Background: an optimization exercise with open tools, aiming at a short achievable clock period and few clock cycles. Do not read the settings as production practice.
Function was checked by simulation only, so behaviour that the tests miss may differ from the original.

v6:
## perm_shuffle
module perm_shuffle (
    input  wire        clk,
    input  wire        rst,        
    input  wire        start,      
    input  wire [7:0]  size,       
    input  wire [47:0] seed,       
    input  wire [6:0]  rd_idx,
    output wire        busy,
    output wire        done,
    output wire        err,
    output wire [6:0]  rd_data
);
    localparam [47:0] LCG_MUL = 48'h0005DEECE66D;
    reg         busy_r, done_r, err_r;
    reg [7:0]   size_r;
    reg [4:0]   lastc;      
    reg [895:0] pm;         
    reg [895:0] pr;         
    reg         w_fin;      
    wire        accept = !busy_r && start;
    wire        legal  = (size <= 8'd128) && (size != 8'd0);
    reg         gvalid;
    reg [4:0]   gc;
    reg [1:0]   gsl;        
    reg [47:0]  B;
    wire        flush;
    wire [1:0]  k0;
    wire [47:0] op_1 = B;
    wire [47:0] op_2 = ~(B << 2);
    wire [47:0] op_3 = (B << 6);
    wire [47:0] op_4 = ~(B << 14);
    wire [47:0] op_5 = (B << 17);
    wire [47:0] op_6 = ~(B << 19);
    wire [47:0] op_7 = (B << 24);
    wire [47:0] op_8 = ~(B << 26);
    wire [47:0] op_9 = (B << 32);
    wire [47:0] op_10 = ~(B << 41);
    wire [47:0] op_11 = ~(B << 44);
    wire [47:0] op_12 = (B << 47);
    wire [47:0] cs_13s = op_1 ^ op_2 ^ op_3;
    wire [48:0] cs_13c = {((op_1 & op_2) | (op_1 & op_3) | (op_2 & op_3)), 1'b0};
    wire [47:0] cs_14s = op_4 ^ op_5 ^ op_6;
    wire [48:0] cs_14c = {((op_4 & op_5) | (op_4 & op_6) | (op_5 & op_6)), 1'b0};
    wire [47:0] cs_15s = op_7 ^ op_8 ^ op_9;
    wire [48:0] cs_15c = {((op_7 & op_8) | (op_7 & op_9) | (op_8 & op_9)), 1'b0};
    wire [47:0] cs_16s = op_10 ^ op_11 ^ op_12;
  ...
export LEC_CHECK = 0
export ABC_CLOCK_PERIOD_IN_PS = 4000
export CAP_MARGIN = 20
export CELL_PAD_IN_SITES_DETAIL_PLACEMENT = 1
export CELL_PAD_IN_SITES_GLOBAL_PLACEMENT = 2
export CORE_MARGIN = 2
export CORE_UTILIZATION = 30
export PLACE_DENSITY = 0.45
export SETUP_SLACK_MARGIN = 5
export SLEW_MARGIN = 20
create_clock -name core_clock -period 12.5 [get_ports {clk}]
run.sh (not shown) runs the stock make flow with config.mk's settings and CLKGATE_MAP_FILE= SYNTH_SCRIPT=/design/flow/synth_recipe.tcl, a recipe that flattens the netlist after the stock synthesis.
Testbench counts of v6, summed over its fixed seeds: cycles 8,347.
#### Input delta (v7 over v6)
--- a/flow/design.v
+++ b/flow/design.v
@@ -9,20 +9,18 @@
     output wire        done,
     output wire        err,
     output wire [6:0]  rd_data
 );
     localparam [47:0] LCG_MUL = 48'h0005DEECE66D;
     reg         busy_r, done_r, err_r;
     reg [7:0]   size_r;
     reg [4:0]   lastc;      
     reg [895:0] pm;         
-    reg [895:0] pr;         
-    reg         w_fin;      
     wire        accept = !busy_r && start;
     wire        legal  = (size <= 8'd128) && (size != 8'd0);
     reg         gvalid;
     reg [4:0]   gc;
     reg [1:0]   gsl;        
     reg [47:0]  B;
     wire        flush;
     wire [1:0]  k0;
     wire [47:0] op_1 = B;
@@ -1235,34 +1233,31 @@
                 2: if (w_act[2] && w_c == x / 4) begin w_we[x] = 1'b1; w_wd[7*x +: 7] = w_v2; end
                 3: if (w_act[3] && w_c == x / 4) begin w_we[x] = 1'b1; w_wd[7*x +: 7] = w_v3; end
             endcase
             if (w_act[0] && w_j0 == x) begin w_we[x] = 1'b1; w_wd[7*x +: 7] = {w_c, 2'd0}; end
             if (w_act[1] && w_j1 == x) begin w_we[x] = 1'b1; w_wd[7*x +: 7] = {w_c, 2'd1}; end
             if (w_act[2] && w_j2 == x) begin w_we[x] = 1'b1; w_wd[7*x +: 7] = {w_c, 2'd2}; end
             if (w_act[3] && w_j3 == x) begin w_we[x] = 1'b1; w_wd[7*x +: 7] = {w_c, 2'd3}; end
         end
     end
-    always @(posedge clk) begin
+    always @(posedge clk)
         for (x = 0; x < 128; x = x + 1)
             if (w_we[x]) pm[7*x +: 7] <= w_wd[7*x +: 7];
-        pr <= pm;
-    end
     always @(posedge clk) begin
         if (rst) begin
             busy_r <= 1'b0;
             done_r <= 1'b0;
             err_r  <= 1'b0;
             gvalid <= 1'b0;
             hvalid <= 1'b0;
             mvalid <= 1'b0;
             w_act  <= 0;
             w_last <= 1'b0;
-            w_fin  <= 1'b0;
         end else begin
             done_r <= accept && !legal;
             if (accept) begin
                 err_r  <= size > 8'd128;
                 busy_r <= legal;
                 gvalid <= legal && (size > 8'd4);
                 gc     <= 1;
                 gsl    <= 0;
             end else if (flush) begin
@@ -1272,25 +1267,24 @@
             end else if (gvalid) begin
                 gsl    <= 0;
                 gc     <= gc + 1'b1;
                 if (gc == lastc) gvalid <= 1'b0;
             end
             hvalid <= (accept && legal) || (gvalid && !flush);
             mvalid <= hvalid && !flush;
             w_act  <= m_act;
             w_last <= m_last;
-            w_fin  <= w_last;
-            if (w_fin) begin
+            if (w_last) begin
                 busy_r <= 1'b0;
                 done_r <= 1'b1;
             end
         end
         if (accept && legal) begin
             size_r <= size;
             lastc  <= (size - 8'd1) >> 2;
         end
     end
     assign busy    = busy_r;
     assign done    = done_r;
     assign err     = err_r;
-    assign rd_data = pr[7*rd_idx +: 7];
+    assign rd_data = pm[7*rd_idx +: 7];
 endmodule
## What came out
- Between v6 and v7, the flow reports mapped cell area decreasing by a few percent.
- The final reports for v7 and v6 show sequential cell area share lower in the former.
- Diff v6 -> v7: wire length the detailed router placed on met1 decreased 41000 um; routed wire length decreased about 3%.
- Diff v6 -> v7 | detailed route wirelength on metal3 | up slightly
- The cell depth of the worst setup path in v7 was higher than what v6 gave.
- Looking at non-clock inverter total of the final layout across v6 and v7, the one that comes out lower is v6.
- v6 was larger in final cell area than v7.
- Of v6 and v7, the lower horizontal die dimension belongs to v7.
Testbench counts of v7, summed over its fixed seeds: cycles 8,251.

-- port drivers added, routing unchanged --
The results above use ideal ports. As a check the final layouts listed here were re-extracted and re-timed, cells and wires unchanged.
Step 1: set_driving_cell puts a clkbuf_16 on clk and a buf_2 on each other input, an assumption about the parent block.
Step 2 also shifts input and output timing later by t, the mid clock arrival at the registers, as if the neighbouring blocks saw the same clock.
Three values: no drivers, after step 1, after step 2; two values: the first two.
| run | t, ns | setup WS [ns] | latest minus earliest clock arrival (ns) | slew at the worst register clock pin (ns) | worst slew at a driven data input, ns |
|---|---|---|---|---|---|
| v6 | 1.276 | 4.528 / 4.182 / 3.759 | 0.157 / 0.157 | 0.08 / 0.08 | 0.41 |
| v7 | 1.217 | 4.500 / 4.098 / 3.738 | 0.172 / 0.172 | 0.08 / 0.08 | 0.47 |
After both steps every run listed still meets setup and hold. The setup slack of v6, which loses most, moves by -0.346 ns with the drivers and by -0.769 ns with both steps.
